Context: an optimization exercise on an open-source flow, tuned for small area. The choices shown serve that exercise and are no tape-out recipe.
Only simulation tests tie the RTL to the original design; equivalence was not proved.
No activity file was given, so power comes from the tool's default toggle rates.

## build 55
==> flow/design.v (excerpt) <==
module dmd_draw (
    input  wire        clk,
    input  wire        rst,
    input  wire        cmd_valid,
    output wire        cmd_ready,
    input  wire [31:0] cmd_data,
    output wire        busy,
    output wire        ill,
    input  wire [6:0]  rd_addr,
    output wire [7:0]  rd_data
);
Size in the first run: about 3300 cells after synthesis, about 53 I/O pins.
Settings: LEC_CHECK=0, CAP_MARGIN=20, CORE_MARGIN=2, CORE_UTILIZATION=40, CTS_BUF_LIST=sky130_fd_sc_hd__clkbuf_8, CTS_CLUSTER_DIAMETER=100, CTS_CLUSTER_SIZE=17, SLEW_MARGIN=20; clock period 12.0 ns.
standard.sh (not shown) runs the stock make flow with config.mk's settings and CLKGATE_MAP_FILE= SYNTH_SCRIPT=/design/flow/synth_recipe.tcl, a recipe that flattens the netlist after the stock synthesis.
==> flow/flow/run.sh <==
#!/bin/bash
# The standard ORFS layout (standard.sh), except that synthesis maps the
# logic with an area-oriented ABC script (flow/abc_area_map.script) in place
# of ORFS's speed script.  Registers, flattening and renaming are those of
# the standard synthesis; every later step is the standard flow.
set -euo pipefail
here=$(pwd)
rm -rf "$here/scripts_abc"
cp -r "$FLOW_HOME/scripts" "$here/scripts_abc"
cp "$here/flow/abc_area_map.script" "$here/scripts_abc/abc_speed.script"
bash standard.sh SCRIPTS_DIR="$here/scripts_abc" synth > "$here/synth.log" 2>&1
bash standard.sh finish > "$here/layout.log" 2>&1
==> flow/flow/abc_area_map.script <==
strash
&get -n
&st
&dch
&nf -R 1000 -p
&put
mfs2
strash
dch -f
amap
topo
stime -c
buffer -c
dnsize -c
Input changes introduced in build 26 (baseline for comparison: build 55):
# build 55
export LEC_CHECK = 0
export CAP_MARGIN = 20
export CORE_MARGIN = 2
export CORE_UTILIZATION = 40
export CTS_BUF_LIST = sky130_fd_sc_hd__clkbuf_8
export CTS_CLUSTER_DIAMETER = 100
export CTS_CLUSTER_SIZE = 17
export SLEW_MARGIN = 20
create_clock -name core_clock -period 12.0 [get_ports {clk}]
# build 26
export LEC_CHECK = 0
export CAP_MARGIN = 20
export CORE_MARGIN = 2
export CORE_UTILIZATION = 40
export CTS_BUF_LIST = sky130_fd_sc_hd__clkbuf_8
export CTS_CLUSTER_DIAMETER = 100
export CTS_CLUSTER_SIZE = 14
export SLEW_MARGIN = 20
create_clock -name core_clock -period 12.0 [get_ports {clk}]
==> flow/flow/abc_area_map.script <==
strash
&get -n
&st
&dch
&nf -R 1000 -p
&put
mfs2
strash
dc2
dch -f
amap
topo
stime -c
buffer -c
dnsize -c
[summary]
- Build 26 reports its routing layer with the top usage in global route as met2 while build 55 reports met1.
- The overall die height was comparable across build 26 and build 55.
- Count of mapped cells out of synthesis ends up higher on build 55.
- Changes observed in build 26 relative to build 55: multi-input combinational cell count -41, fraction of layout instances using a drive strength above 1 +0.94 points, combinational share of power +1.5 points.
- Looking at tightest hold margin across both flows, build 26 is the stronger of the two, with build 55 trailing.
Modified inputs, build 95 compared to build 26
# build 26
export LEC_CHECK = 0
export CAP_MARGIN = 20
export CORE_MARGIN = 2
export CORE_UTILIZATION = 40
export CTS_BUF_LIST = sky130_fd_sc_hd__clkbuf_8
export CTS_CLUSTER_DIAMETER = 100
export CTS_CLUSTER_SIZE = 14
export SLEW_MARGIN = 20
create_clock -name core_clock -period 12.0 [get_ports {clk}]
# build 95
export LEC_CHECK = 0
export CAP_MARGIN = 20
export CORE_MARGIN = 2
export CORE_UTILIZATION = 40
export CTS_BUF_LIST = sky130_fd_sc_hd__clkbuf_8
export CTS_CLUSTER_DIAMETER = 100
export CTS_CLUSTER_SIZE = 14
export GPL_TIMING_DRIVEN = 0
export SLEW_MARGIN = 20
create_clock -name core_clock -period 12.0 [get_ports {clk}]
==> flow/flow/abc_area_map.script <==
strash
&get -n
&st
&dch
&nf -R 1000 -p
&put
mfs2
strash
dch -f
amap
topo
stime -c
buffer -c
dnsize -c
[summary]
A busiest layer in global routing of met2 is what build 26 shows, while met1 belongs to build 95.
Compared with build 26, build 95 shows inverter count higher by 19%.
Per the comparison of build 95 with build 26, starting utilization of the core area held steady; routed wire length grew by about 32%; post-synthesis share of cell area spent on xor and xnor gates held steady; post-synthesis net count grew by 71.
Here is what was changed in the inputs of build 6 compared with build 95.
# build 95
export LEC_CHECK = 0
export CAP_MARGIN = 20
export CORE_MARGIN = 2
export CORE_UTILIZATION = 40
export CTS_BUF_LIST = sky130_fd_sc_hd__clkbuf_8
export CTS_CLUSTER_DIAMETER = 100
export CTS_CLUSTER_SIZE = 14
export GPL_TIMING_DRIVEN = 0
export SLEW_MARGIN = 20
create_clock -name core_clock -period 12.0 [get_ports {clk}]
# build 6
export LEC_CHECK = 0
export CAP_MARGIN = 20
export CORE_MARGIN = 2
export CORE_UTILIZATION = 65
export CTS_BUF_LIST = sky130_fd_sc_hd__clkbuf_8
export CTS_CLUSTER_DIAMETER = 100
export CTS_CLUSTER_SIZE = 14
export PLACE_DENSITY = 0.75
export SLEW_MARGIN = 20
create_clock -name core_clock -period 12.0 [get_ports {clk}]
==> run summary <==
Build 6 vs. build 95: total of plain and repair buffers excluding clock buffers decreased 130; routed wire length lower. Between build 6 and build 95, it is build 6 whose initial detailed-routing violation count is lower, by 1058. The higher antenna diode count came out of build 95. Summary of the comparison: total non-filler cell area in the finished layout is lower in build 6, relative to build 95. Between build 6 and build 95, register share of total power is higher for build 6, build 95 comes in under that. Relative to build 95, the final worst-path cycle share of build 6 is lower by 0.93 points. Count of clock-buffer cells in the layout in build 6 is about 1.1% above build 95.

========
== job 9971 ==
Another version of the RTL of dmd_draw (not shown whole).
Size in the first run: about 1100 flip-flops, roughly 53 I/O pins, roughly 0.035 sq mm of cells after synthesis.
export LEC_CHECK = 0
export CAP_MARGIN = 0
export CORE_MARGIN = 2
export CORE_UTILIZATION = 40
export CTS_BUF_LIST = sky130_fd_sc_hd__clkbuf_8
export CTS_CLUSTER_DIAMETER = 100
export CTS_CLUSTER_SIZE = 14
export SLEW_MARGIN = 0
create_clock -name core_clock -period 12.0 [get_ports {clk}]
==> flow/flow/abc_area_map.script <==
strash
&get -n
&st
&dch
&nf -R 1000 -p
&put
mfs2
strash
dch -f
amap
topo
stime -c
buffer -c
dnsize -c
Scripts as last shown in full above: flow/flow/run.sh
Edits applied to the flow inputs when going from job 9971 to job 9929:
- changing CORE_UTILIZATION from 40 to 50
- changing CAP_MARGIN from 0 to 10
- changing SLEW_MARGIN from 0 to 10
- setting PLACE_DENSITY to 0.62 for the first time
==> run summary <==
- Reported for job 9929 and job 9971, number of enable-type register cells in the synthesized netlist turned out identical to the last digit.
- Re fraction of power spent switching nets: job 9929 and job 9971 aren't equal, and the higher value belongs to job 9971.
- Comparing via count of the first global-routing pass for job 9929 and job 9971, the bigger number came from job 9971.
- Taking job 9971 as the reference, in job 9929 setup TNS after final layout held, wire length -about 4.6%.
- Job 9929: antenna diode instance count 1 below job 9971
- Job 9929 ends up with lower count of clock-buffer cells in the layout than job 9971 does.
What job 9556 does differently from job 9929 at the input level:
- changing CAP_MARGIN from 10 to 20
- removing PLACE_DENSITY (formerly 0.62)
- changing CORE_UTILIZATION from 50 to 40
- changing SLEW_MARGIN from 10 to 20
Results
Core utilization for job 9556: 10 points down relative to job 9929
Job 9556 vs job 9929: total placed instance area up slightly
Re total number of sequential cells: no difference whatsoever between job 9929 and job 9556.
The estimated power of job 9556 ends up higher than the estimate for job 9929.
Going from job 9929 to job 9556, die boundary height grew by more than 10%.
Compared to job 9929, job 9556 shows a narrower setup margin.
The final reports for job 9556 and job 9929 show sequential share of layout area lower in the former.
On final area: between job 9556 and job 9929, it ends up lower for job 9929.

========
dmd_draw with an RTL version that a note above also has.
Size: roughly 3300 cells after synthesis, about 1100 flip-flops, about 53 I/O pins.
clock: 12.0 ns
lec_check: 0
cap_margin: 20
core_margin: 2
core_utilization: 40
cts_buf_list: sky130_fd_sc_hd__clkbuf_8
cts_cluster_diameter: 100
cts_cluster_size: 14
slew_margin: 20
Scripts as last shown in full above: flow/flow/run.sh, flow/flow/abc_area_map.script
Then changed:
Settings changed: CTS_BUF_LIST sky130_fd_sc_hd__clkbuf_8 to sky130_fd_sc_hd__clkbuf_4, CTS_CLUSTER_DIAMETER 100 to 60, CTS_CLUSTER_SIZE 14 to 8.
=> Power goes up slightly; global-route usage goes up by 0.40 points; clock-buffer cell count goes up by 80; sequential power stays flat; first-iteration DRC count goes up by a few percent; setup slack is worse by 0.10 ns; final cell count goes up slightly; hold slack is worse by 0.020 ns; die area does not change; cell area stays flat; core utilization goes up by 0.13 points.
Then changed:
Settings changed: CTS_BUF_LIST sky130_fd_sc_hd__clkbuf_4 to sky130_fd_sc_hd__clkbuf_16, CTS_CLUSTER_DIAMETER 60 to 120, CTS_CLUSTER_SIZE 8 to 24.
Outcome: The new run finished with timing, DRC and antenna clean; register-to-register slack improves by 0.05 ns; total power is higher by 0.96%; non-clock buffer count does not change; global-route usage is lower by 0.62 points.

========
dmd_draw, a different RTL version from the one above (not shown whole).
For scale: ~0.040 mm2 of cells after synthesis.
clock: 12.0 ns
lec_check: 0
cap_margin: 0
core_margin: 2
core_utilization: 60
cts_buf_list: sky130_fd_sc_hd__clkbuf_8
cts_cluster_size: 25
place_density: 0.7
slew_margin: 0
run.sh (not shown) runs the stock make flow with config.mk's settings and CLKGATE_MAP_FILE= SYNTH_SCRIPT=/design/flow/synth_recipe.tcl, a recipe that flattens the netlist after the stock synthesis.
Stock flow here: none of the scripts above is used.
The starting point ran to the end with no violations.
Change:
==> flow/flow/run.sh (new file) <==
#!/bin/bash
# The standard ORFS layout (standard.sh), except that synthesis maps the
# logic with an area-oriented ABC script (flow/abc_area_map.script) in place
# of ORFS's speed script.  Registers, flattening and renaming are those of
# the standard synthesis; every later step is the standard flow.
set -euo pipefail
here=$(pwd)
rm -rf "$here/scripts_abc"
cp -r "$FLOW_HOME/scripts" "$here/scripts_abc"
cp "$here/flow/abc_area_map.script" "$here/scripts_abc/abc_speed.script"
bash standard.sh SCRIPTS_DIR="$here/scripts_abc" synth > "$here/synth.log" 2>&1
bash standard.sh finish > "$here/layout.log" 2>&1
==> flow/flow/abc_area_map.script (new file) <==
strash
&get -n
&st
&dch
&nf -R 1000 -p
&put
mfs2
strash
dch -f
amap
topo
stime -c
buffer -c
dnsize -c
==> flow/standard.sh (new file) <==
#!/bin/bash
# synth_recipe.tcl (not shown) runs the flow's synth.tcl, then flattens the netlist and writes it again
# the make line also repeats each setting of config.mk as NAME=value (left out here)
make -C /OpenROAD-flow-scripts/flow DESIGN_CONFIG=/design/flow/config.mk WORK_HOME=/design/flow/orfs CLKGATE_MAP_FILE= SYNTH_SCRIPT=/design/flow/synth_recipe.tcl "${@:-finish}"
==> flow/config.mk (replaced) <==
export PLATFORM = sky130hd
export DESIGN_NAME = dmd_draw
export DESIGN_NICKNAME = dmd_draw
export VERILOG_FILES = /design/flow/design.v
export SDC_FILE = /design/flow/constraint.sdc
export NUM_CORES = 4
export LEC_CHECK = 0
export CAP_MARGIN = 20
export CORE_MARGIN = 2
export CORE_UTILIZATION = 40
export SLEW_MARGIN = 20
removed: flow/run.sh
Fmax came out lower by 7.1%; power is higher by 48%; clock skew climbs by 8.3 ps; worst hold slack gets worse by 21 ps.
Change:
==> flow/run.sh (new file) <==
#!/bin/bash
# synth_recipe.tcl (not shown) runs the flow's synth.tcl, then flattens the netlist and writes it again
# the make line also repeats each setting of config.mk as NAME=value (left out here)
make -C /OpenROAD-flow-scripts/flow DESIGN_CONFIG=/design/flow/config.mk WORK_HOME=/design/flow/orfs CLKGATE_MAP_FILE= SYNTH_SCRIPT=/design/flow/synth_recipe.tcl finish
removed: flow/flow/run.sh
removed: flow/flow/abc_area_map.script
removed: flow/standard.sh
After rerunning: The changed run went through all stages and came out clean. Wire length went up by 2.6%. Maximum frequency went up by about 9%. Combinational power went down by about 90%. Utilization went down by 0.44 points. Worst setup slack is better by 910 ps. Design area went up by about 5%.

-- re-timing with driven ports --
How much do the figures lean on ideal ports? The routed layouts below were timed once more, with nothing changed but the port constraints. Step 1 assumes that a clkbuf_16 drives the clock port and a buf_2 every other input. Step 2, shift: input delay + t, output delay - t, t = (earliest + latest rising clock arrival at the registers) / 2. This alone moves slack from input paths to output paths. Slacks: no drivers / after step 1 / after step 2; pairs: no drivers / after step 1.
run	t, ns	setup slack, ns	worst hold slack (ns)	worst setup path at the end
build 55	0.783	1.448 / 1.424 / 1.424	0.279 / 0.279 / 0.279	input to output
build 26	0.817	0.741 / 0.713 / 0.713	0.309 / 0.309 / 0.309	input to output
build 95	0.816	1.139 / 1.078 / 1.078	0.308 / 0.308 / 0.308	input to output
build 6	0.774	1.250 / 1.217 / 1.217	0.319 / 0.319 / 0.319	input to output
job 9971	0.790	0.715 / 0.655 / 0.912	0.311 / 0.311 / 0.311	input to output
job 9929	0.757	0.698 / 0.641 / 0.787	0.325 / 0.325 / 0.325	input to output
job 9556	0.789	0.695 / 0.635 / 0.923	0.312 / 0.312 / 0.312	input to output
the first run of note 3	0.781	1.458 / 1.433 / 1.433	0.303 / 0.303 / 0.303	input to output
the second run of note 3	1.091	1.353 / 1.292 / 1.415	0.283 / 0.283 / 0.283	input to output
the third run of note 3	0.722	1.429 / 1.405 / 1.405	0.327 / 0.327 / 0.327	input to output
the first run of note 4	0.870	1.982 / 1.957 / 1.957	0.317 / 0.317 / 0.317	input to output
the second run of note 4	0.740	1.214 / 1.192 / 1.192	0.296 / 0.296 / 0.296	input to output
the third run of note 4	0.752	2.123 / 2.100 / 2.100	0.328 / 0.328 / 0.328	input to output
After both steps every run listed still meets setup and hold. The setup slack of build 95, which loses most, moves by -0.061 ns with the drivers and by -0.061 ns with both steps.
